This is an optimization exercise on Yosys and OpenROAD, whose aim is a short achievable clock period and few clock cycles, not a production implementation.
RTL that was checked went through simulation tests only; none was proved equivalent to the original.
Only the layout flow was run in runs 1 and 3; the RTL was not checked for function there.
Power and IR drop assume default switching activity.

### config.mk
export PLATFORM = sky130hd
export DESIGN_NAME = zcs8_core
export DESIGN_NICKNAME = zcs8_core
export VERILOG_FILES = /design/flow/design.v
export SDC_FILE = /design/flow/constraint.sdc
export NUM_CORES = 4
export LEC_CHECK = 0
export ABC_CLOCK_PERIOD_IN_PS = 4000
export CAP_MARGIN = 20
export CORE_MARGIN = 2
export CORE_UTILIZATION = 40
export SETUP_SLACK_MARGIN = 5
export SLEW_MARGIN = 20
### constraint.sdc
create_clock -name core_clock -period 10.0 [get_ports {clk}]
set_input_delay 2.0000 -clock core_clock [delete_from_list [all_inputs] [get_ports {clk}]]
set_output_delay 2.0000 -clock core_clock [all_outputs]
set_load 0.01 [all_outputs]
### design.v
module zcs8_core (
    input  wire        clk,
    input  wire        rst,
    output wire        imem_req,
    output wire [15:0] imem_addr,
    input  wire        imem_ack,
    input  wire [7:0]  imem_rdata,
    input  wire        imem_err,
    output wire        dmem_req,
    output wire        dmem_we,
    output wire [15:0] dmem_addr,
    output wire [7:0]  dmem_wdata,
    input  wire        dmem_ack,
    input  wire [7:0]  dmem_rdata,
    input  wire        dmem_err,
    output wire        halted,
    output wire        faulted,
    output wire [1:0]  fault_code,
    output wire        fault_ram,
    output wire        fault_write,
    output wire [15:0] fault_info,
    output wire [7:0]  reg_a,
    output wire [7:0]  reg_b,
    output wire [7:0]  reg_c,
    output wire [7:0]  reg_d,
    output wire [7:0]  reg_e,
    output wire [7:0]  reg_h,
    output wire [7:0]  reg_l,
    output wire [7:0]  reg_t,
    output wire [15:0] reg_sp,
    output wire [15:0] reg_pc,
    output wire        flag_z,
    output wire        flag_s,
    output wire        flag_p,
    output wire        flag_cy
);
    localparam AW = 7;
    localparam LW = 3;
    localparam N  = 1 << AW;
    localparam NL = 1 << (AW - LW);
    localparam TW = 16 - AW;
    localparam [15:0] PF_LIMIT = 16'd64;
    localparam [2:0] R_A = 3'd0, R_H = 3'd5, R_L = 3'd6;
    reg  [7:0]  rf [0:6];
    reg  [7:0]  t;
    reg  [15:0] sp;
    reg  [15:0] pc;
    reg         fz, fs, fp, fcy;
    reg         running, halt_r, fault_r;
    reg  [1:0]  fcode;
    reg         fram, fwrite;
    reg  [15:0] finfo;
    wire [15:0] hl = {rf[R_H], rf[R_L]};
    reg  [8:0]    cdata [0:N-1];      
    reg  [N-1:0]  cvalid;
    reg  [TW-1:0] ctag [0:NL-1];
    reg         ibusy;
    reg  [15:0] iaddr_q;
    reg  [15:0] ppc;
    reg  [15:0] fpc;
    wire [15:0] fpc1 = fpc + 16'd1;
    wire [AW-1:0]    i0 = fpc[AW-1:0];
    wire [AW-1:0]    i1 = fpc1[AW-1:0];
    wire [8:0]       b0 = cdata[i0];
    wire [8:0]       b1 = cdata[i1];
    wire             v0 = cvalid[i0] && (ctag[i0[AW-1:LW]] == fpc[15:AW]);
    wire             v1 = cvalid[i1] && (ctag[i1[AW-1:LW]] == fpc1[15:AW]);
    wire             f_ldi = (b0[7:3] == 5'd0) && (b0[2:0] != 3'd7);
    wire             f_ok  = v0 && (b0[8] || !f_ldi || v1);
    wire [15:0]      f_miss = v0 ? fpc1 : fpc;
    reg         e_valid;
    reg  [7:0]  e_op;
    reg  [7:0]  e_imm;
    reg         e_immerr;
    reg         e_operr;
    reg  [15:0] e_pc;
    reg  [15:0] e_npc;
    reg         dpend;
    reg         dload;
    reg         dpush;
    reg  [2:0]  ddest;
    reg  [15:0] daddr_q;
    reg         dwe_q;
    wire [1:0] hi2 = e_op[7:6];
    wire [2:0] src = e_op[5:3];
    wire [2:0] ctl = e_op[2:0];
    wire is_ldi  = (hi2 == 2'b00) && (src == 3'd0) && (ctl != 3'd7);
    wire is_push = (hi2 == 2'b00) && (ctl == 3'd7) && (src != 3'd7);
    wire is_pop  = (hi2 == 2'b00) && (src == 3'd7) && (ctl != 3'd7);
    wire is_lsp  = (e_op == 8'h3F);
    wire is_lpc  = (e_op == 8'h24);
    wire is_mov  = (hi2 == 2'b01) && (src != 3'd7) && (ctl != 3'd7);
    wire is_stm  = (hi2 == 2'b01) && (ctl == 3'd7) && (src != 3'd7);
    wire is_ldm  = (hi2 == 2'b01) && (src == 3'd7) && (ctl != 3'd7);
    wire is_jmp  = (hi2 == 2'b11) && (ctl == 3'd4);
    wire is_hlt  = (e_op == 8'hFF);
    wire is_alu  = ((hi2 == 2'b10) || ((hi2 == 2'b11) && (ctl != 3'd4) && !is_hlt))
                   && (src != 3'd7);
    wire is_mem  = is_push || is_pop || is_stm || is_ldm;
    wire is_ill  = !(is_ldi || is_push || is_pop || is_lsp || is_lpc || is_mov ||
                     is_stm || is_ldm || is_jmp || is_hlt || is_alu);
    wire e_ferr  = e_operr || (is_ldi && e_immerr);
    wire rd_src = is_mov || is_alu;
    wire rd_a   = is_alu;
    wire rd_hl  = is_lsp || is_lpc || is_jmp;
    wire dep = dload && ((rd_src && (src == ddest)) || (rd_a && (ddest == R_A)) ||
                         (rd_hl && (ddest == R_H || ddest == R_L)));
    wire [7:0] alu_a = rf[R_A];
    wire [7:0] alu_t = rf[src];
    reg  [9:0] inter;
    always @(*) begin
        case (ctl)
            3'd0: inter = {2'b00, alu_a} + {2'b00, alu_t};
            3'd1: inter = {2'b00, alu_a} + {2'b00, alu_t} + {9'd0, fcy};
            3'd2: inter = {2'b00, alu_a} - {2'b00, alu_t};
            3'd3: inter = {2'b00, alu_a} - {2'b00, alu_t} - {9'd0, fcy};
            3'd4: inter = {2'b00, alu_a & alu_t};
            3'd5: inter = {2'b00, alu_a | alu_t};
            3'd6: inter = {2'b00, alu_a ^ alu_t};
            default: inter = {2'b00, ~alu_a};
        endcase
    end
    reg jflag;
    always @(*) begin
        case (e_op[5:4])
            2'd0: jflag = fz;
            2'd1: jflag = fs;
            2'd2: jflag = fp;
            default: jflag = fcy;
        endcase
    end
    wire d_ack  = dpend && dmem_ack;
    wire d_kill = d_ack && dmem_err;
    wire e_stall = dpend && (!dmem_ack || (is_mem && !e_ferr) || dep);
    wire e_fire  = running && e_valid && !e_stall && !d_kill;
    wire e_redir = e_fire && !e_ferr && (is_lpc || (is_jmp && (jflag == e_op[3])));
    wire e_take  = !e_valid || e_fire;
    wire [15:0] pf_dist = ppc - fpc;
    assign imem_req  = !ibusy && (pf_dist < PF_LIMIT);
    assign imem_addr = ppc;
    wire i_fill = ibusy && imem_ack;
    wire f_redir = e_take && !f_ok && !e_redir && (f_miss != ppc) &&
                   !(ibusy && (iaddr_q == f_miss));
    integer i;
    always @(posedge clk) begin
        if (rst) begin
            cvalid <= {N{1'b0}};
            ibusy  <= 1'b0;
            iaddr_q <= 16'h0000;
            ppc    <= 16'h0000;
        end else begin
            if (i_fill) begin
                ibusy <= 1'b0;
                cdata[iaddr_q[AW-1:0]] <= {imem_err, imem_rdata};
                if (ctag[iaddr_q[AW-1:LW]] != iaddr_q[15:AW]) begin
                    ctag[iaddr_q[AW-1:LW]] <= iaddr_q[15:AW];
                    for (i = 0; i < N; i = i + 1)
                        if (i[AW-1:LW] == iaddr_q[AW-1:LW])
                            cvalid[i] <= (i[LW-1:0] == iaddr_q[LW-1:0]);
                end else begin
                    cvalid[iaddr_q[AW-1:0]] <= 1'b1;
                end
            end
            if (imem_req) begin
                ibusy   <= 1'b1;
                iaddr_q <= ppc;
                ppc     <= ppc + 16'd1;
            end
            if (f_redir)
                ppc <= f_miss;
        end
    end
    always @(posedge clk) begin
        if (rst) begin
            for (i = 0; i < 7; i = i + 1)
                rf[i] <= 8'h00;
            t       <= 8'h00;
            sp      <= 16'h0000;
            pc      <= 16'h0000;
            fz      <= 1'b0;
            fs      <= 1'b0;
            fp      <= 1'b0;
            fcy     <= 1'b0;
            running <= 1'b1;
            halt_r  <= 1'b0;
            fault_r <= 1'b0;
            fcode   <= 2'd0;
            fram    <= 1'b0;
            fwrite  <= 1'b0;
            finfo   <= 16'h0000;
            fpc     <= 16'h0000;
            e_valid <= 1'b0;
            e_op    <= 8'h00;
            e_imm   <= 8'h00;
            e_immerr <= 1'b0;
            e_operr <= 1'b0;
            e_pc    <= 16'h0000;
            e_npc   <= 16'h0000;
            dpend   <= 1'b0;
            dload   <= 1'b0;
            dpush   <= 1'b0;
            ddest   <= 3'd0;
            daddr_q <= 16'h0000;
            dwe_q   <= 1'b0;
        end else begin
            if (e_take) begin
                e_valid  <= f_ok && !e_redir;
                e_op     <= b0[7:0];
                e_imm    <= b1[7:0];
                e_immerr <= b1[8];
                e_operr  <= b0[8];
                e_pc     <= fpc;
                e_npc    <= (f_ldi && !b0[8]) ? fpc + 16'd2 : fpc1;
                if (f_ok && !b0[8])
                    fpc <= (f_ldi) ? fpc + 16'd2 : fpc1;
            end
            if (e_redir)
                fpc <= hl;
            if (d_ack) begin
                dpend <= 1'b0;
                if (dmem_err) begin
                    running <= 1'b0;
                    fault_r <= 1'b1;
                    fcode   <= 2'd1;
                    fram    <= 1'b1;
                    fwrite  <= dwe_q;
                    finfo   <= daddr_q;
                end else begin
                    if (dload)
                        rf[ddest] <= dmem_rdata;
                    if (dpush)
                        sp <= sp - 16'd1;
                end
            end
            if (e_fire) begin
                pc <= e_npc;
                if (e_ferr) begin
                    running <= 1'b0;
                    fault_r <= 1'b1;
                    fcode   <= 2'd1;
                    finfo   <= e_operr ? e_pc : e_pc + 16'd1;
                    pc      <= e_operr ? e_pc : e_pc + 16'd1;
                end else if (is_ldi) begin
                    rf[ctl] <= e_imm;
                end else if (is_push || is_stm) begin
                    dpend   <= 1'b1;
                    dload   <= 1'b0;
                    dpush   <= is_push;
                    daddr_q <= is_push ? sp : hl;
                    dwe_q   <= 1'b1;
                end else if (is_pop || is_ldm) begin
                    dpend   <= 1'b1;
                    dload   <= 1'b1;
                    dpush   <= 1'b0;
                    ddest   <= ctl;
                    daddr_q <= is_pop ? sp + 16'd1 : hl;
                    dwe_q   <= 1'b0;
                    if (is_pop)
                        sp <= sp + 16'd1;
                end else if (is_lsp) begin
                    sp <= hl;
                end else if (is_lpc) begin
                    pc <= hl;
                end else if (is_mov) begin
                    t       <= rf[src];
                    rf[ctl] <= rf[src];
                end else if (is_jmp) begin
                    if (jflag == e_op[3])
                        pc <= hl;
                end else if (is_hlt) begin
                    running <= 1'b0;
                    halt_r  <= 1'b1;
                end else if (is_alu) begin
                    t   <= alu_t;
                    fz  <= (inter == 10'd0);
                    fs  <= inter[7];
                    fp  <= ~inter[0];
                    fcy <= inter[9] | inter[8];
                    if (hi2 == 2'b10)
                        rf[R_A] <= inter[7:0];
                end else begin
                    running <= 1'b0;
                    fault_r <= 1'b1;
                    fcode   <= 2'd2;
                    finfo   <= {8'h00, e_op};
                end
            end
        end
    end
    wire mem_issue = running && e_valid && !dpend && is_mem && !e_ferr;
    assign dmem_req   = mem_issue;
    assign dmem_we    = is_push || is_stm;
    assign dmem_addr  = is_pop ? sp + 16'd1 : (is_push ? sp : hl);
    assign dmem_wdata = rf[src];
    assign halted      = halt_r;
    assign faulted     = fault_r;
    assign fault_code  = fcode;
    assign fault_ram   = fram;
    assign fault_write = fwrite;
    assign fault_info  = finfo;
    assign reg_a  = rf[0];
    assign reg_b  = rf[1];
    assign reg_c  = rf[2];
    assign reg_d  = rf[3];
    assign reg_e  = rf[4];
    assign reg_h  = rf[5];
    assign reg_l  = rf[6];
    assign reg_t  = t;
    assign reg_sp = sp;
    assign reg_pc = pc;
    assign flag_z  = fz;
    assign flag_s  = fs;
    assign flag_p  = fp;
    assign flag_cy = fcy;
endmodule
### run.sh
#!/bin/bash
# synth_recipe.tcl (not shown) runs the flow's synth.tcl, then flattens the netlist and writes it again
# the make line also repeats each setting of config.mk as NAME=value (left out here)
make -C /OpenROAD-flow-scripts/flow DESIGN_CONFIG=/design/flow/config.mk WORK_HOME=/design/flow/orfs CLKGATE_MAP_FILE= SYNTH_SCRIPT=/design/flow/synth_recipe.tcl finish
==> metrics.yaml, run 1 <==
status:
  status: "finished clean"
final_layout:
  seq_area_um2: 47600
  drive_gt1_share_pct: 23.9
  area_growth_pct: 15.1
  multiInputGateArea_um2: 38100
  fillers: 18884
  nNetsFinal: 6599
die:
  core-area_um2: 217000
  boundaryPins: 187
  rows: 171
  die_w_um: 471
  start_util_pct: 40.2
  die_h_um: 471
  dieArea_um2: 222000
drt:
  vias: 62857
  wl_per_cell_um: 31.9
  postRouteAntennaNets: 0
  drt_iter0_drc: 9016
  via_per_inst: 6.60
  drc: 0
  drt_wl_total_um: 304000
  drt_pass1_iterations: 7
pwr:
  comb_power_share_pct: 6.7
  clkPwrFrac_pct: 44.5
  power_frac_seq_pct: 48.9
  powerDensity_nw_per_um2: 158
  p_int_uw: 12000
  p_leak_uw: 0.0309
  finalPower_uw: 15800
  switching_share_pct: 24.0
  ir_worst_vdd_v: 0.000156
  switchingPower_uw: 3790
global_route:
  grt_pass1_wl_um: 437000
  grt_overflow_total: 0
  antenna_found_initial: 7
  grt_pass1_vias: 61200
  grtUsageTotal_pct: 26.7
  grt_max_degree: 124
yosys:
  yosysSeqAreaShare_pct: 54.5
  syn_nets: 6521
  synth_edf_count: 1360
  async_flop_share_pct: 0
  ys_warn_count: 1
  synthFlopType: "edfxtp_1"
  synth_cell_types: 88
  synth_cells: 6442
  synth_area_per_cell_um2: 13.5
  syn_area_um2: 87200
  ys_ff_latch: 1692
timing:
  rsz0062_at_grt: "true"
  fmaxAchievable_ghz: 0.188
  hold_viol_final: 0
  slew_viol_final: 0
  max_slew_margin_pct: 17.1
  post-route-period-util_pct: 53.3
  tns_ns: 0
  min_period_ns: 5.33
  skew_ns: 0.0575
  setup_viol: 0
  worst_slew_pin_slew_ns: 1.24
place:
  place.gp.congestion: 0.936
  dpl.hpwl_um: 190000
  port_buffers: 186
worst_hold_path:
  hold_path_startpoint: "e_npc[4]$_SDFFE_PP0N_"
  min_path_type: "flip-flop to flip-flop"
  holdPathEnd: "e_npc[4]$_SDFFE_PP0N_"
  holdPathStages: 2
clocking:
  clkLatencyLatePin_ns: 0.86
  cts_buffers: 184
  h-tree-depth: 4
  clockBufferDepth: 3
  root_buffer: "clkbuf_16"
  tritoncts: "yes"
  clkSinkCount: 1692
  cts.clk_slew.worst_paths_ns: 0.06
critical_path:
  end_kind: "primary output"
  criticalPathCategory: "flip-flop to primary output"
  cp.required_ns: 8.00
  critical_path_arrival_ns: 3.33
  reg2reg_slack_ns: 5.00
  r2r_cells: 14
  cp_max_fo: 10
  startpoint_type: "flip-flop"
job:
  maxCapViolCount: 0
==> state kept, by name, summed over array words and instances, names as in the netlist, 3 cells and up, named ones only <==
signal / flops
fpc: 16
e_pc: 16
sp: 16
e_npc: 16
ddest: 3
daddr_q: 16
iaddr_q: 16
ppc: 16
ctag: 144
rf: 64
cdata: 1152
cvalid: 128
e_imm: 8
t: 8
pc: 16
finfo: 16
e_op: 8
==> cells in the final DEF (no fill, tap or decap), drive strengths merged, types with 126 or more instances in the layout <==
master         instances
edfxtp              1360
mux4                 763
nand2                644
nor2                 413
a21oi                389
dfxtp                332
buf                  260
o21ai                256
clkbuf               243
nand3                219
a211oi               204
clkdlybuf4s50        158
xnor2                140
mux2i                126
==> layout make-up <==
type | count | area share, %
antenna | 3 | 0.00748
timing repair buffer | 447 | 4.62
tap | 2854 | 3.56
sequential | 1692 | 47.4
clock inverter | 103 | 1.17
multi-input combinational | 4114 | 37.9
clock buffer | 237 | 4.97
inverter | 81 | 0.328
==> stage by stage <==
stage | setup WS (ns) | hold WS, ns | area, µm² | utilization (%) | instances
after floorplan | 5.03 | 0.429 | 87200 | - | 6442
after global placement | 3.39 | 0.442 | 91700 | 42.3 | 9079
after detailed placement | 3.44 | 0.443 | 91800 | 42.3 | 9085
after CTS | 4.70 | 0.455 | 99600 | 45.9 | 9492
after global routing | 4.53 | 0.494 | 100000 | 46.3 | 9530
final | 4.67 | 0.453 | 100000 | 46.3 | 9531
==> power by group through the flow <==
stage,logic (µW),registers [µW],clock network [µW]
global route,1120,7730,7340
floorplan,615,7830,0
CTS,1010,7730,7080
global placement,959,7880,0
detailed placement,977,7880,0
finish,1060,7730,7030
==> per-layer routing <==
| metal | routed length [µm] | global-route usage, % | up-vias |
|---|---|---|---|
| met1 | 115000 | 35.7 | 31971 |
| met3 | 36500 | 7.11 | 716 |
| met2 | 138000 | 40.7 | 4337 |
| li1 | - | - | 25829 |
| met4 | 14700 | 12.0 | 4 |
| met5 | 26 | 0 | - |
==> synth_stat cells, types with 8 or more instances <==
| master | number | share of area, % |
|---|---|---|
| o21ai_0 | 249 | 1.4 |
| clkbuf_1 | 390 | 1.7 |
| buf_1 | 74 | 0.32 |
| o22a_1 | 15 | 0.15 |
| a31oi_1 | 23 | 0.17 |
| a2111oi_0 | 27 | 0.27 |
| nor4b_1 | 8 | 0.080 |
| buf_4 | 16 | 0.14 |
| edfxtp_1 | 1360 | 47 |
| a22oi_1 | 117 | 1.0 |
| inv_1 | 71 | 0.31 |
| a211oi_1 | 195 | 1.7 |
| and3_1 | 84 | 0.60 |
| ha_1 | 55 | 0.79 |
| mux2_2 | 22 | 0.28 |
| mux2i_1 | 126 | 1.4 |
| nor3_1 | 82 | 0.47 |
| nor4_1 | 38 | 0.27 |
| mux4_2 | 763 | 20 |
| xor2_1 | 55 | 0.55 |
| a311oi_1 | 78 | 0.78 |
| xnor2_1 | 140 | 1.4 |
| a211oi_2 | 8 | 0.11 |
| and2_1 | 23 | 0.17 |
| or2_2 | 8 | 0.057 |
| nand2b_1 | 20 | 0.14 |
| a31o_1 | 8 | 0.080 |
| nor2b_1 | 13 | 0.093 |
| nand4_1 | 60 | 0.43 |
| o21bai_1 | 14 | 0.12 |
| a21oi_1 | 389 | 2.2 |
| nand3_1 | 219 | 1.3 |
| a221oi_1 | 39 | 0.39 |
| o211ai_1 | 12 | 0.10 |
| dfxtp_1 | 332 | 7.6 |
| nand2_1 | 644 | 2.8 |
| a21o_1 | 14 | 0.12 |
| o22ai_1 | 8 | 0.057 |
| nor2_1 | 412 | 1.8 |
| buf_6 | 13 | 0.17 |
| or3_1 | 14 | 0.10 |
| buf_2 | 66 | 0.38 |
| o31ai_1 | 17 | 0.15 |
==> what timing repair did <==
item                       in CTS  in global routing
gates cloned                   14                  3
setup endpoints to repair     356                174
pin swaps                      24                 12
buffers inserted               53                 33
hold buffers                    0                  0
gates resized for setup       240                 76
==> worst max path at each step <==
stage | start | slack, ns | end | cells after the start
after floorplan | fpc[1]$_SDFFE_PP0P_ | 5.03 | imem_req | 13
final | fpc[9]$_SDFFE_PP0P_ | 4.67 | imem_req | 8
after detailed placement | flip-flop | 3.44 | ppc[7]$_SDFFE_PP0P_ | 12
after CTS | fpc[1]$_SDFFE_PP0P_ | 4.70 | imem_req | 12
after global placement | fpc[4]$_SDFFE_PP0P_ | 3.39 | flip-flop | 13
after global routing | fpc[3]$_SDFFE_PP0P_ | 4.53 | imem_req | 11
==> logic make-up after synthesis <==
| group | share of synthesized area [%] |
|---|---|
| fa+ha+maj | 0.835 |
| flops | 54.5 |
| simple gates | 8.63 |
| compound gates | 9.55 |
| buf+inv | 3.03 |
| xor+xnor | 2.01 |
| mux | 21.5 |
==> worst max-delay path, cell delays in order, from the launching register on <==
cell	delay, ns
dfxtp_1	0.59
inv_1	0.30
ha_1	0.43
o21ai_0	0.10
nor2_1	0.27
nand2_1	0.15
o31a_1	0.28
a211oi_2	0.20
buf_2	0.16
==> run 2: changes to the inputs <==
--- a/design.v
+++ b/design.v
@@ -35,10 +35,10 @@
     output wire        flag_cy
 );
-    localparam AW = 7;
+    localparam AW = 8;
     localparam LW = 3;
     localparam N  = 1 << AW;
     localparam NL = 1 << (AW - LW);
     localparam TW = 16 - AW;
-    localparam [15:0] PF_LIMIT = 16'd64;
+    localparam [15:0] PF_LIMIT = 16'd128;
     localparam [2:0] R_A = 3'd0, R_H = 3'd5, R_L = 3'd6;
     reg  [7:0]  rf [0:6];
--- a/config.mk
+++ b/config.mk
@@ -6,8 +6,6 @@
 export NUM_CORES = 4
 export LEC_CHECK = 0
-export ABC_CLOCK_PERIOD_IN_PS = 4000
 export CAP_MARGIN = 20
 export CORE_MARGIN = 2
 export CORE_UTILIZATION = 40
-export SETUP_SLACK_MARGIN = 5
 export SLEW_MARGIN = 20
==> run 2 against run 1 <==
Compared with the run above:
- final cell count increased by 60%
- sequential share of layout area increased by 3.4 points
- clock-buffer cell count increased by 170
- utilization decreased by 1.2 points
- maximum frequency decreased by 35%
- routed wire length increased by 80%
- power increased by 79%
- combinational power increased by about 60%
- hold slack improved by 0.0052 ns
- critical endpoint unchanged
- highest routed layer unchanged
==> metrics.yaml, run 2 <==
place:
  dp_cells: 14630
  dp_worst_setup_slack_ns: 2.85
  place.gp.congestion: 0.930
  dpl.hpwl_um: 346000
  port_buffers: 186
status:
  status: "finished clean"
drt:
  postRouteAntennaNets: 0
  drc: 0
  drt_pass1_iterations: 12
  drt_iter0_drc: 15583
  drt_wl_total_um: 545000
  via_per_inst: 6.75
  vias: 102907
  wl_per_cell_um: 35.8
critical_path:
  cp_max_fo: 25
  startpoint_type: "flip-flop"
  criticalPathCategory: "flip-flop to primary output"
  end_kind: "primary output"
  critical_path_arrival_ns: 6.15
  cp.required_ns: 8.00
timing:
  min_period_ns: 8.15
  max_slew_margin_pct: 13.3
  rsz0062_at_grt: "false"
  post-route-period-util_pct: 81.5
  setup_viol: 0
  skew_ns: 0.0730
  hold-worst-slack_ns: 0.459
  hold_viol_final: 0
  worst_slew_pin_slew_ns: 1.30
  fin_ws_ns: 1.85
  fmaxAchievable_ghz: 0.123
  tns_ns: 0
  slew_viol_final: 0
global_route:
  grt_overflow_total: 0
  antenna_found_initial: 20
  grt_max_degree: 163
  grt_pass1_vias: 100763
  grt_pass1_wl_um: 769000
  grtUsageTotal_pct: 27.4
die:
  boundaryPins: 187
  dieArea_um2: 391000
  start_util_pct: 40.1
  core-area_um2: 385000
  rows: 228
  die_w_um: 625
  die_h_um: 625
final_layout:
  largest_reg_flops: 2304
  mostFrequentLayoutCells: "edfxtp_1 (2,624), mux4_2 (1,670), nor2_1 (718)"
  mostFrequentLayoutCell: "edfxtp_1"
  fin_cells: 15240
  nNetsFinal: 9990
  area_growth_pct: 12.4
  drive_gt1_share_pct: 27.1
clocking:
  holdBufCountCts: 0
  clockBufferDepth: 4
  h-tree-depth: 5
  post_cts_resized: 0
  tritoncts: "yes"
  clkSinkCount: 3086
  clkLatencyLatePin_ns: 0.98
  cts.clk_slew.worst_paths_ns: 0.06
  root_buffer: "clkbuf_16"
  postCtsSetupBuffers: 0
  cts_buffers: 329
job:
  maxCapViolCount: 0
yosys:
  synth_edf_count: 2624
  yosysSeqAreaShare_pct: 57.0
  synthTopCellsByCount: "edfxtp_1 (2,624), mux4_2 (1,670), nor2_1 (831), clkbuf_1 (613), nand2_1 (563)"
  synth_cells: 9915
  synthFlopType: "edfxtp_1"
  async_flop_share_pct: 0
  synth_cell_types: 102
  syn_area_um2: 154000
  yosysMostFrequentCell: "edfxtp_1"
  synth_area_per_cell_um2: 15.6
  ys_warn_count: 1
  ys_ff_latch: 3086
  synth_top_area_share_pct: 51.1
  yosysTopAreaCell: "edfxtp_1"
  syn_nets: 9995
  synth_area_leaders: "edfxtp_1 (51%), mux4_2 (24%), dfxtp_1 (6.0%)"
worst_hold_path:
  min_path_type: "flip-flop to flip-flop"
pwr:
  ir_worst_vdd_v: 0.000143
  p_leak_uw: 0.0519
  powerDensity_nw_per_um2: 163
  finalPower_uw: 28300
## run 2: changes by cell type in the layout (fill, tap and decap cells not counted), moves of 65 or more
cell       delta
nand2_1      -82
mux2i_1      +93
edfxtp_1   +1264
clkbuf_16   +148
a22o_1       +68
nor2_1      +355
dfxtp_1     +154
a211oi_1     -65
buf_4       +107
o21ai_0     +123
a21oi_1     +130
nor2_2       +69
mux4_2      +907
nor3_1      +168
## run 2: worst paths after layout
kind                               from               endpoint  slack (ns)  depth (start not counted)
setup / recovery    fpc[1]$_SDFFE_PP0P_               imem_req        1.85                         14
hold / removal    e_imm[7]$_SDFFE_PP0N_  e_imm[7]$_SDFFE_PP0N_        0.46                          2
setup reg to reg              flip-flop   ppc[12]$_SDFFE_PP0P_        2.64                         14
hold reg to reg   e_imm[7]$_SDFFE_PP0N_  e_imm[7]$_SDFFE_PP0N_        0.46                          2
## run 2: cell type report
type / instances / area, µm²
Tap cell: 5060 / 6330
Antenna cell: 10 / 25.0
Sequential cell: 3086 / 88100
Timing Repair Buffer: 535 / 4940
Clock inverter: 184 / 1950
Fill cell: 32989 / 211000
Multi-Input combinational cell: 5885 / 63000
Inverter: 73 / 274
Clock buffer: 407 / 8850
## run 2: cells by family (layout without fill, tap and decap cells)
family,Yosys count,count (layout),share of synthesized area (%)
muxes,1921,1921,26.1
xor gates and xnor gates,188,188,1.08
and+or+nand+nor,2118,2118,6.10
DFF,3086,3086,57.0
adders and majority gates,58,58,0.480
AOI/OAI and AO/OA,1600,1600,6.64
buffers and inverters,944,1199,2.58
other,0,10,0
## run 2: report_power, final
group          total (µW)  switching [µW]  internal, µW  leakage, µW
registers           14100             124         14000       0.0275
clock network       12500            5330          7200      0.00530
logic                1700            1190           511       0.0192
## run 2: through the flow
step / cell area (µm²) / utilization [%]
2_1_floorplan: 154000 / -
3_3_place_gp: 162000 / 42.1
3_5_place_dp: 162000 / 42.2
4_1_cts: 173000 / 45.0
5_1_grt: 173000 / 45.1
6_report: 173000 / 45.1
## run 2: worst max-delay path: stages, from the launching register on
cell	delay (ns)
dfxtp_2	0.31
buf_4	0.43
clkinv_1	0.46
ha_1	0.40
a21o_1	0.17
a21o_1	0.18
a21o_1	0.18
a21o_1	0.22
a21o_1	0.22
nand3_1	0.07
o221ai_1	0.17
o2111ai_1	0.45
a21o_1	0.71
inv_1	0.60
clkdlybuf4s50_1	0.62
## run 2: routing by layer
layer	wire length [µm]	vias up	part of all wire (%)	GRT usage, %
met3	69000	1403	13	7.45
li1	-	40590	-	-
met4	29600	20	5.4	12.7
met1	200000	53364	37	36.6
met5	129	-	0.024	0
met2	246000	7530	45	41.6
Testbench counts of run 2, summed over its fixed seeds: cycles 143,596.
==> run 3: changes to the inputs <==
--- a/design.v
+++ b/design.v
@@ -35,10 +35,10 @@
     output wire        flag_cy
 );
-    localparam AW = 8;
+    localparam AW = 7;
     localparam LW = 3;
     localparam N  = 1 << AW;
     localparam NL = 1 << (AW - LW);
     localparam TW = 16 - AW;
-    localparam [15:0] PF_LIMIT = 16'd128;
+    localparam [15:0] PF_LIMIT = 16'd64;
     localparam [2:0] R_A = 3'd0, R_H = 3'd5, R_L = 3'd6;
     reg  [7:0]  rf [0:6];
@@ -59,5 +59,5 @@
     reg  [15:0] ppc;
     reg  [15:0] fpc;
-    wire [15:0] fpc1 = fpc + 16'd1;
+    reg  [15:0] fpc1;                
     wire [AW-1:0]    i0 = fpc[AW-1:0];
     wire [AW-1:0]    i1 = fpc1[AW-1:0];
@@ -137,5 +137,6 @@
     wire e_take  = !e_valid || e_fire;
     wire [15:0] pf_dist = ppc - fpc;
-    assign imem_req  = !ibusy && (pf_dist < PF_LIMIT);
+    reg         pf_ok;
+    assign imem_req  = !ibusy && pf_ok;
     assign imem_addr = ppc;
     wire i_fill = ibusy && imem_ack;
@@ -149,5 +150,7 @@
             iaddr_q <= 16'h0000;
             ppc    <= 16'h0000;
+            pf_ok  <= 1'b1;
         end else begin
+            pf_ok <= (pf_dist < PF_LIMIT);
             if (i_fill) begin
                 ibusy <= 1'b0;
@@ -190,4 +193,5 @@
             finfo   <= 16'h0000;
             fpc     <= 16'h0000;
+            fpc1    <= 16'h0001;
             e_valid <= 1'b0;
             e_op    <= 8'h00;
@@ -212,9 +216,13 @@
                 e_pc     <= fpc;
                 e_npc    <= (f_ldi && !b0[8]) ? fpc + 16'd2 : fpc1;
-                if (f_ok && !b0[8])
-                    fpc <= (f_ldi) ? fpc + 16'd2 : fpc1;
+                if (f_ok && !b0[8]) begin
+                    fpc  <= f_ldi ? fpc + 16'd2 : fpc1;
+                    fpc1 <= f_ldi ? fpc + 16'd3 : fpc + 16'd2;
+                end
+            end
+            if (e_redir) begin
+                fpc  <= hl;
+                fpc1 <= hl + 16'd1;
             end
-            if (e_redir)
-                fpc <= hl;
             if (d_ack) begin
                 dpend <= 1'b0;
--- a/config.mk
+++ b/config.mk
@@ -6,6 +6,8 @@
 export NUM_CORES = 4
 export LEC_CHECK = 0
+export ABC_CLOCK_PERIOD_IN_PS = 4000
 export CAP_MARGIN = 20
 export CORE_MARGIN = 2
 export CORE_UTILIZATION = 40
+export SETUP_SLACK_MARGIN = 5
 export SLEW_MARGIN = 20
==> run 3 against run 2 <==
Compared with the run above:
- still clean
- synthesized cell count is 41% lower
- critical path depth shrank 3
- routed wire length shrank 47%
- hold slack worse by 0.0012 ns
- sequential share of layout area down 3.0 points
- flip-flop and latch count is 1373 lower
- largest power group unchanged
- highest routed layer unchanged
==> metrics.yaml, run 3 <==
die:
  die_h_um: 472
  start_util_pct: 40.3
  rows: 171
  dieArea_um2: 223000
  core-area_um2: 217000
  boundaryPins: 187
  die_w_um: 472
clocking:
  root_buffer: "clkbuf_16"
  cts_buffers: 187
  h-tree-depth: 4
  clockBufferDepth: 3
  clkSinkCount: 1713
  tritoncts: "yes"
  cts.clk_slew.worst_paths_ns: 0.07
  holdBufCountCts: 0
  clkLatencyLatePin_ns: 0.87
yosys:
  syn_area_um2: 87600
  ys_ff_latch: 1713
  ys_warn_count: 1
  async_flop_share_pct: 0
  synth_cell_types: 84
  synthFlopType: "edfxtp_1"
  synth_edf_count: 1360
  synth_area_leaders: "edfxtp_1 (47%), mux4_2 (25%), dfxtp_1 (8.1%)"
  yosysTopAreaCell: "edfxtp_1"
  yosysSeqAreaShare_pct: 54.7
  synthTopCellsByCount: "edfxtp_1 (1,360), mux4_2 (961), nor2_1 (499), dfxtp_1 (353), clkbuf_1 (345)"
  synth_area_per_cell_um2: 15.0
  yosysMostFrequentCell: "edfxtp_1"
  syn_nets: 5915
  synth_cells: 5834
  synth_top_area_share_pct: 46.6
timing:
  hold_viol_final: 0
  max_slew_margin_pct: 13.3
  rsz0062_at_grt: "true"
  post-route-period-util_pct: 50.9
  min_period_ns: 5.09
  hold-worst-slack_ns: 0.457
  setup_viol: 0
  fmaxAchievable_ghz: 0.197
  skew_ns: 0.0459
  slew_viol_final: 0
  worst_slew_pin_slew_ns: 1.30
  tns_ns: 0
final_layout:
  final_core_util_pct: 46.2
  largest_reg_flops: 1152
  final_cell_area_um2: 100000
  drive_gt1_share_pct: 27.9
  seq_area_um2: 48000
  multiInputGateArea_um2: 37700
  fin_cells: 8972
  mostFrequentLayoutCell: "edfxtp_1"
  nNetsFinal: 6038
  area_growth_pct: 14.6
  mostFrequentLayoutCells: "edfxtp_1 (1,360), mux4_2 (961), nor2_1 (464)"
  fillers: 18685
drt:
  m1WireLength_um: 115000
  drc: 0
  dr_wl_met3_um: 29800
  highest_layer: "met5"
  via_per_inst: 6.48
  wl_per_cell_um: 32.5
  vias: 58181
  drt_iter0_drc: 8189
  drt_wl_total_um: 292000
  postRouteAntennaNets: 0
  met2_length_um: 133000
  drt_pass1_iterations: 6
critical_path:
  crit_chain: "buf_12, mux4_2, mux4_2, mux4_2, mux2i_1, nor4_1, inv_1, a2111oi_4, clkbuf_8, mux2i_1, a211oi_2"
  cp_slowest_stage_delay_ns: 0.65
  cp_max_fo: 149
  cp.required_ns: 10.67
  crit_cells: 11
  end_kind: "flip-flop"
  r2r_cells: 11
  critical_path_arrival_ns: 5.75
  slowest_stage: "buf_12"
  criticalPathCategory: "flip-flop to flip-flop"
  startpoint_type: "flip-flop"
  path_buf_inv: 3
  reg2reg_slack_ns: 4.91
  cp_common_cell: "mux4_2"
  critPathTopFamily: "multiplexers"
global_route:
  grt_overflow_total: 0
  antenna_found_initial: 9
  grt_max_degree: 150
  grt_pass1_vias: 55709
  grtUsageTotal_pct: 25.7
  grt_pass1_wl_um: 415000
place:
  port_buffers: 186
  dpl.hpwl_um: 186000
  dp_cells: 8511
  placed_cell_area_um2: 92300
  place.gp.congestion: 0.908
worst_hold_path:
  holdPathStages: 2
  min_path_type: "flip-flop to flip-flop"
job:
  maxCapViolCount: 0
status:
  status: "finished clean"
pwr:
  p_leak_uw: 0.0309
  powerDensity_nw_per_um2: 165
  ir_worst_vdd_v: 0.000167
## run 3: cell types whose count changed after synthesis, sizes merged, moves of 199 or more
cell,previous run,this run
nand2,564,310
clkbuf,616,345
edfxtp,2624,1360
mux4,1675,961
nor2,833,499
nor3,252,53
## run 3: logic make-up (layout without fill, tap and decap cells)
group	after synthesis	after routing	share of synthesized area, %
buf+inv	602	883	2.83
xor+xnor	190	190	1.90
mux	1150	1150	26.9
flops	1713	1713	54.7
fa+ha+maj	59	59	0.860
other cells	0	2	0
compound gates	970	970	7.03
simple gates	1150	1151	5.79
## run 3: routing by layer
| metal | up-vias | GRT usage (%) |
|---|---|---|
| li1 | 23839 | - |
| met1 | 30222 | 35.7 |
| met2 | 3539 | 39.4 |
| met3 | 577 | 5.45 |
| met4 | 4 | 10.3 |
| met5 | - | 0 |
## run 3: final timing paths
check / start / end
min: dwe_q$_SDFFE_PP0P_ / fwrite$_SDFFE_PP0P_
max: fpc1[1]$_SDFFE_PP0P_ / flip-flop
max reg2reg: fpc1[1]$_SDFFE_PP0P_ / flip-flop
min reg2reg: dwe_q$_SDFFE_PP0P_ / fwrite$_SDFFE_PP0P_
## run 3: final cells by class
| type | instances | share of cell area [%] |
|---|---|---|
| multi-input cells | 3520 | 37.5 |
| well taps | 2854 | 3.56 |
| diodes | 2 | 0.00498 |
| clock inverters | 116 | 1.26 |
| repair buffers | 445 | 4.60 |
| clock buffers | 232 | 4.95 |
| inverters | 90 | 0.343 |
| flip-flops and latches | 1713 | 47.8 |
## run 3: per-stage QoR
step | setup slack [ns] | total power (µW)
2_1_floorplan | 5.15 | 8890
3_3_place_gp | 3.67 | 9450
3_5_place_dp | 3.70 | 9480
4_1_cts | 4.93 | 16600
5_1_grt | 4.93 | 17000
6_report | 4.91 | 16500
## run 3: where the power goes
group          internal (µW)  switching [µW]
clock                   4040            3020
combinational            591             954
sequential              7750             170
total                  12400            4150
## run 3: what timing repair did
action,CTS,global route
buffers inserted,46,35
gates cloned,14,1
endpoints found under the setup margin,418,221
pin swaps,14,15
gates resized for setup,142,54
## run 3: worst min-delay path, delay by kind of cell, from the launching register on
family | cells | cell delay, ns
compound gates | 1 | 0.05
simple gates | 1 | 0.05
flops | 1 | 0.31
==> run 4: changes to the inputs <==
--- a/design.v
+++ b/design.v
@@ -45,4 +45,5 @@
     reg  [7:0]  t;
     reg  [15:0] sp;
+    reg  [15:0] sp_p1;              
     reg  [15:0] pc;
     reg         fz, fs, fp, fcy;
@@ -59,14 +60,56 @@
     reg  [15:0] ppc;
     reg  [15:0] fpc;
-    reg  [15:0] fpc1;                
-    wire [AW-1:0]    i0 = fpc[AW-1:0];
-    wire [AW-1:0]    i1 = fpc1[AW-1:0];
-    wire [8:0]       b0 = cdata[i0];
-    wire [8:0]       b1 = cdata[i1];
-    wire             v0 = cvalid[i0] && (ctag[i0[AW-1:LW]] == fpc[15:AW]);
-    wire             v1 = cvalid[i1] && (ctag[i1[AW-1:LW]] == fpc1[15:AW]);
-    wire             f_ldi = (b0[7:3] == 5'd0) && (b0[2:0] != 3'd7);
-    wire             f_ok  = v0 && (b0[8] || !f_ldi || v1);
-    wire [15:0]      f_miss = v0 ? fpc1 : fpc;
+    reg  [15:0] fa1, fa2, fa3;        
+    function is_ldi_f(input [7:0] o);
+        is_ldi_f = (o[7:3] == 5'd0) && (o[2:0] != 3'd7);
+    endfunction
+    function is_ctl_f(input [7:0] o);    
+        is_ctl_f = ((o[7:6] == 2'b11) && (o[2:0] == 3'd4)) || (o == 8'h24) || (o == 8'hFF);
+    endfunction
+    function is_jl_f(input [7:0] o);     
+        is_jl_f = ((o[7:6] == 2'b11) && (o[2:0] == 3'd4)) || (o == 8'h24);
+    endfunction
+    function is_mem_f(input [7:0] o);
+        is_mem_f = ((o[7:6] == 2'b00) && ((o[2:0] == 3'd7) || (o[5:3] == 3'd7)) && (o != 8'h3F)) ||
+                   ((o[7:6] == 2'b01) && ((o[2:0] == 3'd7) || (o[5:3] == 3'd7)) && (o != 8'h7F));
+    endfunction
+    function is_mov_f(input [7:0] o);
+        is_mov_f = (o[7:6] == 2'b01) && (o[5:3] != 3'd7) && (o[2:0] != 3'd7);
+    endfunction
+    function is_alu_f(input [7:0] o);
+        is_alu_f = (o[7] == 1'b1) && (o[5:3] != 3'd7) && !((o[6] == 1'b1) && (o[2:0] == 3'd4));
+    endfunction
+    wire [AW-1:0] i0 = fpc[AW-1:0];
+    wire [AW-1:0] i1 = fa1[AW-1:0];
+    wire [AW-1:0] i2 = fa2[AW-1:0];
+    wire [AW-1:0] i3 = fa3[AW-1:0];
+    wire [8:0] b0 = cdata[i0];
+    wire [8:0] b1 = cdata[i1];
+    wire [8:0] b2 = cdata[i2];
+    wire [8:0] b3 = cdata[i3];
+    wire v0 = cvalid[i0] && (ctag[i0[AW-1:LW]] == fpc[15:AW]);
+    wire v1 = cvalid[i1] && (ctag[i1[AW-1:LW]] == fa1[15:AW]);
+    wire v2 = cvalid[i2] && (ctag[i2[AW-1:LW]] == fa2[15:AW]);
+    wire v3 = cvalid[i3] && (ctag[i3[AW-1:LW]] == fa3[15:AW]);
+    wire u1 = v1 && !b1[8];
+    wire u2 = v2 && !b2[8];
+    wire u3 = v3 && !b3[8];
+    wire       f_ldi = is_ldi_f(b0[7:0]);
+    wire       f_ok  = v0 && (b0[8] || !f_ldi || v1);
+    wire [15:0] f_miss = v0 ? fa1 : fpc;
+    wire [7:0] op2  = f_ldi ? b2[7:0] : b1[7:0];
+    wire       u_o2 = f_ldi ? u2 : u1;
+    wire [7:0] im2  = f_ldi ? b3[7:0] : b2[7:0];
+    wire       u_i2 = f_ldi ? u3 : u2;
+    wire       ldi2 = is_ldi_f(op2);
+    wire       first_ok = !b0[8] && (f_ldi ? u1 : 1'b1);
+    wire       pairA = first_ok && u_o2 && ldi2 && u_i2 &&
+                       !is_ctl_f(b0[7:0]) && !is_mem_f(b0[7:0]) &&
+                       (f_ldi || is_mov_f(b0[7:0]) || is_alu_f(b0[7:0]) || (b0[7:0] == 8'h3F));
+    wire [2:0] d1   = b0[2:0];
+    wire       rd_d1 = (op2[5:3] == d1) || (is_alu_f(op2) && (d1 == R_A));
+    wire       pairB = f_ldi && first_ok && u_o2 && !ldi2 &&
+                       (is_jl_f(op2) || ((is_mov_f(op2) || is_alu_f(op2)) && !rd_d1));
+    wire       pair  = pairA || pairB;
     reg         e_valid;
     reg  [7:0]  e_op;
@@ -76,4 +119,11 @@
     reg  [15:0] e_pc;
     reg  [15:0] e_npc;
+    reg         e_sv;           
+    reg         e_sfirst;       
+    reg  [2:0]  e_sd;
+    reg  [7:0]  e_simm;
+    reg         e_mem;          
+    reg         e_we;           
+    reg  [1:0]  e_asel;         
     reg         dpend;
     reg         dload;
@@ -98,6 +148,4 @@
                    && (src != 3'd7);
     wire is_mem  = is_push || is_pop || is_stm || is_ldm;
-    wire is_ill  = !(is_ldi || is_push || is_pop || is_lsp || is_lpc || is_mov ||
-                     is_stm || is_ldm || is_jmp || is_hlt || is_alu);
     wire e_ferr  = e_operr || (is_ldi && e_immerr);
     wire rd_src = is_mov || is_alu;
@@ -106,4 +154,7 @@
     wire dep = dload && ((rd_src && (src == ddest)) || (rd_a && (ddest == R_A)) ||
                          (rd_hl && (ddest == R_H || ddest == R_L)));
+    wire s_h = e_sv && e_sfirst && (e_sd == R_H);
+    wire s_l = e_sv && e_sfirst && (e_sd == R_L);
+    wire [15:0] jt = {s_h ? e_simm : rf[R_H], s_l ? e_simm : rf[R_L]};
     wire [7:0] alu_a = rf[R_A];
     wire [7:0] alu_t = rf[src];
@@ -132,5 +183,5 @@
     wire d_ack  = dpend && dmem_ack;
     wire d_kill = d_ack && dmem_err;
-    wire e_stall = dpend && (!dmem_ack || (is_mem && !e_ferr) || dep);
+    wire e_stall = dpend && (!dmem_ack || e_mem || dep);
     wire e_fire  = running && e_valid && !e_stall && !d_kill;
     wire e_redir = e_fire && !e_ferr && (is_lpc || (is_jmp && (jflag == e_op[3])));
@@ -141,6 +192,8 @@
     assign imem_addr = ppc;
     wire i_fill = ibusy && imem_ack;
+    reg         rd_q;
+    reg  [15:0] rd_addr;
     wire f_redir = e_take && !f_ok && !e_redir && (f_miss != ppc) &&
-                   !(ibusy && (iaddr_q == f_miss));
+                   !(ibusy && (iaddr_q == f_miss)) && !(rd_q && (rd_addr == f_miss));
     integer i;
     always @(posedge clk) begin
@@ -151,5 +204,9 @@
             ppc    <= 16'h0000;
             pf_ok  <= 1'b1;
+            rd_q   <= 1'b0;
+            rd_addr <= 16'h0000;
         end else begin
+            rd_q    <= f_redir;
+            rd_addr <= f_miss;
             pf_ok <= (pf_dist < PF_LIMIT);
             if (i_fill) begin
@@ -170,8 +227,20 @@
                 ppc     <= ppc + 16'd1;
             end
-            if (f_redir)
-                ppc <= f_miss;
+            if (rd_q)
+                ppc <= rd_addr;
         end
     end
+    wire [1:0] f_adv = pairA ? (f_ldi ? 2'd3 : 2'd2) :
+                       pairB ? 2'd2 :
+                       (f_ldi ? 2'd1 : 2'd0);       
+    reg  [15:0] n0, n1, n2, n3;
+    always @(*) begin
+        case (f_adv)
+            2'd0: begin n0 = fa1;          n1 = fa2;          n2 = fa3;          n3 = fpc + 16'd4; end
+            2'd1: begin n0 = fa2;          n1 = fa3;          n2 = fpc + 16'd4;  n3 = fpc + 16'd5; end
+            2'd2: begin n0 = fa3;          n1 = fpc + 16'd4;  n2 = fpc + 16'd5;  n3 = fpc + 16'd6; end
+            default: begin n0 = fpc + 16'd4; n1 = fpc + 16'd5; n2 = fpc + 16'd6; n3 = fpc + 16'd7; end
+        endcase
+    end
     always @(posedge clk) begin
         if (rst) begin
@@ -180,4 +249,5 @@
             t       <= 8'h00;
             sp      <= 16'h0000;
+            sp_p1   <= 16'h0001;
             pc      <= 16'h0000;
             fz      <= 1'b0;
@@ -193,5 +263,7 @@
             finfo   <= 16'h0000;
             fpc     <= 16'h0000;
-            fpc1    <= 16'h0001;
+            fa1     <= 16'h0001;
+            fa2     <= 16'h0002;
+            fa3     <= 16'h0003;
             e_valid <= 1'b0;
             e_op    <= 8'h00;
@@ -201,4 +273,11 @@
             e_pc    <= 16'h0000;
             e_npc   <= 16'h0000;
+            e_sv    <= 1'b0;
+            e_sfirst <= 1'b0;
+            e_sd    <= 3'd0;
+            e_simm  <= 8'h00;
+            e_mem   <= 1'b0;
+            e_we    <= 1'b0;
+            e_asel  <= 2'd0;
             dpend   <= 1'b0;
             dload   <= 1'b0;
@@ -210,18 +289,29 @@
             if (e_take) begin
                 e_valid  <= f_ok && !e_redir;
-                e_op     <= b0[7:0];
+                e_op     <= pairB ? op2 : b0[7:0];
                 e_imm    <= b1[7:0];
                 e_immerr <= b1[8];
                 e_operr  <= b0[8];
                 e_pc     <= fpc;
-                e_npc    <= (f_ldi && !b0[8]) ? fpc + 16'd2 : fpc1;
+                e_npc    <= n0;
+                e_sv     <= pair;
+                e_sfirst <= pairB;
+                e_sd     <= pairB ? d1 : op2[2:0];
+                e_simm   <= pairB ? b1[7:0] : im2;
+                e_mem    <= is_mem_f(b0[7:0]) && !b0[8] && !pairB;
+                e_we     <= (b0[2:0] == 3'd7);
+                e_asel   <= (b0[7:6] == 2'b01) ? 2'd0 : ((b0[2:0] == 3'd7) ? 2'd1 : 2'd2);
                 if (f_ok && !b0[8]) begin
-                    fpc  <= f_ldi ? fpc + 16'd2 : fpc1;
-                    fpc1 <= f_ldi ? fpc + 16'd3 : fpc + 16'd2;
+                    fpc <= n0;
+                    fa1 <= n1;
+                    fa2 <= n2;
+                    fa3 <= n3;
                 end
             end
             if (e_redir) begin
-                fpc  <= hl;
-                fpc1 <= hl + 16'd1;
+                fpc <= jt;
+                fa1 <= jt + 16'd1;
+                fa2 <= jt + 16'd2;
+                fa3 <= jt + 16'd3;
             end
             if (d_ack) begin
@@ -237,10 +327,14 @@
                     if (dload)
                         rf[ddest] <= dmem_rdata;
-                    if (dpush)
-                        sp <= sp - 16'd1;
+                    if (dpush) begin
+                        sp    <= sp - 16'd1;
+                        sp_p1 <= sp;
+                    end
                 end
             end
             if (e_fire) begin
                 pc <= e_npc;
+                if (e_sv && e_sfirst && !e_ferr)
+                    rf[e_sd] <= e_simm;
                 if (e_ferr) begin
                     running <= 1'b0;
@@ -262,12 +356,15 @@
                     dpush   <= 1'b0;
                     ddest   <= ctl;
-                    daddr_q <= is_pop ? sp + 16'd1 : hl;
+                    daddr_q <= is_pop ? sp_p1 : hl;
                     dwe_q   <= 1'b0;
-                    if (is_pop)
-                        sp <= sp + 16'd1;
+                    if (is_pop) begin
+                        sp    <= sp_p1;
+                        sp_p1 <= sp_p1 + 16'd1;
+                    end
                 end else if (is_lsp) begin
-                    sp <= hl;
+                    sp    <= hl;
+                    sp_p1 <= hl + 16'd1;
                 end else if (is_lpc) begin
-                    pc <= hl;
+                    pc <= jt;
                 end else if (is_mov) begin
                     t       <= rf[src];
@@ -275,5 +372,5 @@
                 end else if (is_jmp) begin
                     if (jflag == e_op[3])
-                        pc <= hl;
+                        pc <= jt;
                 end else if (is_hlt) begin
                     running <= 1'b0;
@@ -293,11 +390,12 @@
                     finfo   <= {8'h00, e_op};
                 end
+                if (e_sv && !e_sfirst && !e_ferr)
+                    rf[e_sd] <= e_simm;
             end
         end
     end
-    wire mem_issue = running && e_valid && !dpend && is_mem && !e_ferr;
-    assign dmem_req   = mem_issue;
-    assign dmem_we    = is_push || is_stm;
-    assign dmem_addr  = is_pop ? sp + 16'd1 : (is_push ? sp : hl);
+    assign dmem_req   = running && e_valid && !dpend && e_mem;
+    assign dmem_we    = e_we;
+    assign dmem_addr  = e_asel[1] ? sp_p1 : (e_asel[0] ? sp : hl);
     assign dmem_wdata = rf[src];
     assign halted      = halt_r;
==> run 4 against run 3 <==
Compared with the run above:
- critical path depth up 5
- routed wire length up 87%
- largest power group unchanged
- die area up 35%
- global-route usage up 9.6 points
- still clean on timing, DRC and antenna
- critical path type unchanged
==> metrics.yaml, run 4 <==
status:
  status: "finished clean"
drt:
  vias: 97035
  wl_per_cell_um: 41.8
  via_per_inst: 7.41
  postRouteAntennaNets: 0
  drc: 0
  drt_iter0_drc: 18156
  drt_pass1_iterations: 12
  drt_wl_total_um: 547000
pwr:
  comb_power_share_pct: 5.2
  clkPwrFrac_pct: 46.7
  powerDensity_nw_per_um2: 121
  switchingPower_uw: 4140
  switching_share_pct: 24.4
  p_leak_uw: 0.0434
  p_int_uw: 12800
  ir_worst_vdd_v: 0.000147
  power_frac_seq_pct: 48.1
yosys:
  synth_edf_count: 1360
  syn_nets: 8858
  yosysTopAreaCell: "edfxtp_1"
  synthFlopType: "edfxtp_1"
  yosysMostFrequentCell: "mux4_2"
  syn_area_um2: 119000
  synth_area_leaders: "edfxtp_1 (34%), mux4_2 (33%), dfxtp_1 (7.6%)"
  synth_compound_area_share_pct: 8.79
  yosysSeqAreaShare_pct: 42.1
  synth_cells: 8769
  ys_warn_count: 1
  synth_cell_types: 87
  synthSimpleGateAreaFrac_pct: 7.14
  synth_mux_area_share_pct: 35.9
  synth_fa_ha_area_share_pct: 0.720
  synth_top_family_by_area: "multiplexers"
  async_flop_share_pct: 0
  synth_top_area_share_pct: 34.4
  synth_area_per_cell_um2: 13.5
  ys_ff_latch: 1812
  synthTopCellsByCount: "mux4_2 (1,725), edfxtp_1 (1,360), nor2_1 (722), nand2_1 (589), a21oi_1 (567)"
  synth_xor_area_share_pct: 2.16
critical_path:
  cp.required_ns: 10.76
  end_kind: "flip-flop"
  critical_path_arrival_ns: 6.70
  criticalPathCategory: "flip-flop to flip-flop"
  cp_max_fo: 68
  startpoint_type: "flip-flop"
timing:
  rsz0062_at_grt: "true"
  hold_viol_final: 0
  min_period_ns: 5.94
  fin_ws_ns: 4.06
  skew_ns: 0.0842
  slew_viol_final: 0
  setup_viol: 0
  fmaxAchievable_ghz: 0.168
  worst_slew_pin_slew_ns: 1.40
  post-route-period-util_pct: 59.4
  tns_ns: 0
  max_slew_margin_pct: 6.71
global_route:
  met2_usage_pct: 50.1
  antenna_found_initial: 42
  met1_usage_pct: 44.1
  grt_pass1_vias: 90455
  grt_overflow_total: 0
  grt_pass1_wl_um: 745000
  grtUsageTotal_pct: 35.3
  grtUsageMet3_pct: 14.3
  top_usage_layer: "met2"
  grt_max_degree: 183
job:
  maxCapViolCount: 0
die:
  rows: 199
  boundaryPins: 187
  core-area_um2: 294000
  start_util_pct: 40.3
  die_h_um: 548
  dieArea_um2: 301000
  die_w_um: 548
clocking:
  tritoncts: "yes"
  holdBufCountCts: 0
  clkLatencyLatePin_ns: 0.96
  clockBufferDepth: 4
  cts.clk_slew.worst_paths_ns: 0.06
  h-tree-depth: 4
  clkSinkCount: 1812
  cts_buffers: 209
  root_buffer: "clkbuf_16"
final_layout:
  mostFrequentLayoutCells: "mux4_2 (1,725), edfxtp_1 (1,360), nor2_1 (568)"
  largest_reg_flops: 1152
  mostFrequentLayoutCell: "mux4_2"
  nNetsFinal: 9077
  area_growth_pct: 17.7
  drive_gt1_share_pct: 36.5
place:
  dpl.hpwl_um: 358000
  port_buffers: 186
  place.gp.congestion: 1.06
  dp_worst_setup_slack_ns: 1.41
worst_hold_path:
  min_path_type: "flip-flop to flip-flop"
-- run 4: stage by stage --
stage	instance area, µm²	hold WS, ns	cells	power, µW	utilization, %
2_1_floorplan	119000	0.429	8769	8720	-
3_3_place_gp	125000	0.450	12364	9100	42.5
3_5_place_dp	125000	0.449	12365	9110	42.5
4_1_cts	137000	0.458	13006	16900	46.7
5_1_grt	140000	0.480	13076	17200	47.4
6_report	140000	0.456	13094	17000	47.4
-- run 4: layout make-up --
type / instances / area (µm²)
fill: 25404 / 155000
multi-input combinational: 6024 / 67800
sequential: 1812 / 50000
timing repair buffer: 837 / 9580
clock buffer: 250 / 5530
tap: 3919 / 4900
clock inverter: 126 / 1290
inverter: 103 / 418
antenna: 22 / 55.1
timing repair inverter: 1 / 5.00
-- run 4: cells by family after synthesis --
group	Yosys count
adder cells (fa/ha/maj)	67
AO/OA/AOI/OAI	1672
AND/OR/NAND/NOR	1909
multiplexers	2080
flip-flops	1812
XOR/XNOR	293
buffers and inverters	936
-- run 4: what timing repair did --
item	4_1_cts	5_1_grt
endpoints found under the setup margin	450	826
cloned	33	11
resized for setup	471	320
endpoints found under the hold margin	0	0
pin swaps	79	116
buffers inserted	232	52
-- run 4: worst paths after layout --
check	from	to	slack [ns]	depth (start not counted)
max	flip-flop	fpc[7]$_SDFFE_PP0P_	4.06	16
min	pc[10]$_SDFFE_PP0P_	pc[10]$_SDFFE_PP0P_	0.46	2
max reg2reg	flip-flop	fpc[7]$_SDFFE_PP0P_	4.06	16
min reg2reg	pc[10]$_SDFFE_PP0P_	pc[10]$_SDFFE_PP0P_	0.46	2
-- run 4: worst max-delay path, cell delays in order, from the launching register on --
cell      delay (ns)
dfxtp_4         0.44
buf_12          0.25
nor2_1          1.05
a22oi_1         0.37
a21oi_1         0.88
o31ai_1         0.28
a211oi_2        0.51
nor3b_1         0.12
a211o_1         0.37
a41oi_4         0.25
buf_12          0.19
buf_6           0.13
and2_4          0.21
buf_12          0.14
mux2_2          0.36
nor2_2          0.11
o22ai_1         0.07
-- run 4: power by group through the flow --
stage | registers (µW) | logic (µW) | clock network [µW]
floorplan | 8280 | 447 | 0
finish | 8150 | 887 | 7920
global route | 8150 | 920 | 8170
CTS | 8150 | 837 | 7890
detailed placement | 8310 | 797 | 0
global placement | 8310 | 785 | 0
-- run 4: routing by layer --
layer | part of all wire, % | vias to the layer above
met4 | 8.8 | 30
met3 | 16 | 2215
met5 | 0.13 | -
li1 | - | 36393
met1 | 33 | 48895
met2 | 42 | 9502
Testbench counts of run 4, summed over its fixed seeds: cycles 115,267.
==> run 5: changes to the inputs <==
==> flow/run.sh (new file) <==
#!/bin/bash
set -o pipefail
bash standard.sh SETUP_SLACK_MARGIN=6.5 finish > flow_make.log 2>&1
==> standard.sh (new file) <==
#!/bin/bash
# synth_recipe.tcl (not shown) runs the flow's synth.tcl, then flattens the netlist and writes it again
# the make line also repeats each setting of config.mk as NAME=value (left out here)
make -C /OpenROAD-flow-scripts/flow DESIGN_CONFIG=/design/flow/config.mk WORK_HOME=/design/flow/orfs CLKGATE_MAP_FILE= SYNTH_SCRIPT=/design/flow/synth_recipe.tcl "${@:-finish}"
--- a/config.mk
+++ b/config.mk
@@ -6,5 +6,5 @@
 export NUM_CORES = 4
 export LEC_CHECK = 0
-export ABC_CLOCK_PERIOD_IN_PS = 4000
+export ABC_CLOCK_PERIOD_IN_PS = 3500
 export CAP_MARGIN = 20
 export CORE_MARGIN = 2
@@ -12,2 +12,3 @@
 export SETUP_SLACK_MARGIN = 5
 export SLEW_MARGIN = 20
+export TNS_END_PERCENT = 10
removed: run.sh
==> run 5 against run 4 <==
Compared with the run above:
- still clean on timing, DRC and antenna
- maximum frequency is 3.0% lower
- clock skew is 0.0051 ns higher
- sequential power hardly changed
- hold slack better by 0.00075 ns
- synthesized cell count stayed put
- die area stayed put
- combinational power is 8.8% higher
- flip-flop and latch count stayed put
- via count is 0.68% higher
- first-iteration DRC count is 0.63% higher
- largest power group unchanged
==> metrics.yaml, run 5 <==
yosys:
  synthFlopType: "edfxtp_1"
  syn_area_um2: 119000
  ys_ff_latch: 1812
  yosysTopAreaCell: "edfxtp_1"
  synth_area_per_cell_um2: 13.5
  yosysSeqAreaShare_pct: 42.1
  yosysMostFrequentCell: "mux4_2"
  async_flop_share_pct: 0
  synth_edf_count: 1360
  synth_area_leaders: "edfxtp_1 (34%), mux4_2 (33%), dfxtp_1 (7.6%)"
  synth_cells: 8769
  synthTopCellsByCount: "mux4_2 (1,725), edfxtp_1 (1,360), nor2_1 (722), nand2_1 (589), a21oi_1 (567)"
  synth_cell_types: 87
  ys_warn_count: 1
  syn_nets: 8858
  synth_top_area_share_pct: 34.4
critical_path:
  worstReg2RegEnd: "fpc[4]$_SDFFE_PP0P_"
  path_buf_inv: 4
  critical_path_arrival_ns: 6.88
  r2r_cells: 17
  cp.required_ns: 10.76
  startpoint_type: "flip-flop"
  criticalPathCategory: "flip-flop to flip-flop"
  cp_slowest_stage_delay_ns: 0.73
  end_kind: "flip-flop"
  crit_chain: "buf_8, buf_4, nor2b_2, a22oi_1, a211oi_4, a31o_2, o31ai_1, a211oi_1, nor3b_1, a211o_2, a41oi_4, buf_12, and2_4, buf_12, mux2_4, o21ai_2, o21ai_2"
  reg2reg_slack_ns: 3.88
  cp_max_fo: 20
  slowest_stage: "dfxtp_4"
  critPathTopFamily: "compound AO/OA/AOI/OAI gates"
final_layout:
  final_core_util_pct: 47.5
  mostFrequentLayoutCell: "mux4_2"
  mostFrequentLayoutCells: "mux4_2 (1,725), edfxtp_1 (1,360), nand2_1 (556)"
  nNetsFinal: 9059
  largest_reg_flops: 1152
  drive_gt1_share_pct: 37.0
  area_growth_pct: 17.9
  fin_cells: 13087
timing:
  fin_ws_ns: 3.88
  setup_viol: 0
  rsz0062_at_grt: "true"
  max_slew_margin_pct: 11.7
  tns_ns: 0
  fmaxAchievable_ghz: 0.163
  post-route-period-util_pct: 61.2
  skew_ns: 0.0893
  worst_slew_pin_slew_ns: 1.31
  hold_viol_final: 0
  min_period_ns: 6.12
  slew_viol_final: 0
clocking:
  tritoncts: "yes"
  holdBufCountCts: 0
  cts.clk_slew.worst_paths_ns: 0.06
  clkLatencyLatePin_ns: 0.97
  cts_buffers: 210
  root_buffer: "clkbuf_16"
  clkSinkCount: 1812
  clockBufferDepth: 4
  h-tree-depth: 4
die:
  die_w_um: 548
  rows: 199
  start_util_pct: 40.3
  boundaryPins: 187
  die_h_um: 548
  dieArea_um2: 301000
  core-area_um2: 294000
drt:
  drt_iter0_drc: 18270
  wl_per_cell_um: 42.0
  drc: 0
  drt_pass1_iterations: 10
  via_per_inst: 7.46
  vias: 97693
  postRouteAntennaNets: 0
  drt_wl_total_um: 550000
pwr:
  ir_worst_vdd_v: 0.000151
  powerDensity_nw_per_um2: 123
  p_leak_uw: 0.0433
  finalPower_uw: 17200
global_route:
  grt_pass1_vias: 90390
  grt_overflow_total: 0
  antenna_found_initial: 49
  grt_pass1_wl_um: 750000
  grt_max_degree: 152
  grtUsageTotal_pct: 35.5
worst_hold_path:
  holdPathStages: 2
  min_path_type: "flip-flop to flip-flop"
  holdPathEnd: "pc[10]$_SDFFE_PP0P_"
  hold_path_startpoint: "pc[10]$_SDFFE_PP0P_"
job:
  maxCapViolCount: 0
place:
  dpl.hpwl_um: 357000
  dp_worst_setup_slack_ns: 2.19
  port_buffers: 186
  place.gp.congestion: 1.10
  dp_cells: 12344
status:
  status: "finished clean"
-- run 5: cell counts after synthesis --
No cell type changed its count.
-- run 5: cells by family after synthesis --
logic type	share of synthesized area (%)
DFF	42.1
and+or+nand+nor	7.14
xor gates and xnor gates	2.16
buffers and inverters	3.26
muxes	35.9
AOI/OAI and AO/OA	8.79
adders and majority gates	0.720
-- run 5: worst max path at each step --
| stage | depth (start not counted) | startpoint | to | slack [ns] |
|---|---|---|---|---|
| 2_1_floorplan | 19 | flip-flop | flip-flop | 5.16 |
| 3_3_place_gp | 16 | flip-flop | flip-flop | 2.26 |
| 3_5_place_dp | 17 | flip-flop | flip-flop | 2.19 |
| 4_1_cts | 22 | flip-flop | fpc[10]$_SDFFE_PP0P_ | 4.15 |
| 5_1_grt | 19 | flip-flop | fpc[2]$_SDFFE_PP0P_ | 4.05 |
| 6_report | 17 | flip-flop | fpc[4]$_SDFFE_PP0P_ | 3.88 |
-- run 5: per-layer routing --
metal  part of all wire [%]  vias up  global-route usage, %
li1                       -    36422                      -
met1                     33    49253                   44.3
met2                     42     9771                   50.5
met3                     16     2191                   15.4
met4                    8.2       56                   21.8
met5                   0.17        -                   1.46
-- run 5: where the power goes --
group | switching (µW) | internal [µW] | leakage (µW) | total [µW]
Combinational | 667 | 297 | 0.0239 | 965
Clock | 3420 | 4700 | 0.00342 | 8120
Sequential | 70.6 | 8080 | 0.0160 | 8150
Total | 4160 | 13100 | 0.0433 | 17200
-- run 5: stage by stage --
step,instance area (µm²),hold slack [ns]
after floorplan,120000,0.429
after detailed placement,126000,0.452
after global routing,140000,0.490
after global placement,125000,0.445
final,140000,0.457
after CTS,138000,0.460
-- run 5: cell type report --
type / count / area, µm²
fillers: 25212 / 155000
multi-input cells: 6035 / 68200
flip-flops and latches: 1812 / 50000
repair buffers: 808 / 9140
clock buffers: 264 / 5650
well taps: 3919 / 4900
clock inverters: 114 / 1380
inverters: 103 / 417
diodes: 32 / 80.1
-- run 5: timing repair --
item	4_1_cts	5_1_grt
endpoints found under the setup margin	2039	1899
cloned	39	12
buffers inserted	226	56
pin swaps	123	89
hold endpoints to repair	0	0
gates resized for setup	501	194
-- run 5: worst reg2reg max path, delay by kind of cell, from the launching register on --
kind                   cells  cell delay, ns
and+or+nand+nor            3            0.98
DFF                        1            0.73
buffers and inverters      4            1.13
AOI/OAI and AO/OA          9            2.83
muxes                      1            0.32

==> re-timing with driven ports <==
The flow's constraints put no driver on any port. The routed layouts listed below were extracted and timed again, unchanged, in two steps. Step 1 (the two cells are an assumption about what drives the block):
set clk [get_ports {clk}]
set_driving_cell -lib_cell sky130_fd_sc_hd__clkbuf_16 $clk
set_driving_cell -lib_cell sky130_fd_sc_hd__buf_2 [delete_from_list [all_inputs] $clk]
Step 2, shift: input delay + t, output delay - t, t = (earliest + latest rising clock arrival at the registers) / 2. This alone moves slack from input paths to output paths. a / b / c = no drivers / after step 1 / after step 2; a / b = the first two.
| run | t (ns) | slack for setup (ns) | hold slack, ns | worst slew at a driven data input, ns | cell pins on the clock port's net |
|---|---|---|---|---|---|
| run 1 | 0.926 | 4.668 / 4.576 / 4.173 | 0.453 / 0.453 / 0.453 | 0.10 | 1 |
| run 2 | 1.044 | 1.850 / 1.745 / 2.639 | 0.459 / 0.459 / 0.459 | 0.11 | 1 |
| run 3 | 0.936 | 4.915 / 4.915 / 4.227 | 0.457 / 0.457 / 0.457 | 0.07 | 1 |
| run 4 | 1.034 | 4.062 / 4.062 / 3.772 | 0.456 / 0.456 / 0.456 | 0.19 | 1 |
| run 5 | 1.020 | 3.876 / 3.876 / 3.876 | 0.457 / 0.457 / 0.457 | 0.17 | 1 |
After both steps every run listed still meets setup and hold. The setup slack of run 3, which loses most, moves by 0.000 ns with the drivers and by -0.688 ns with both steps.
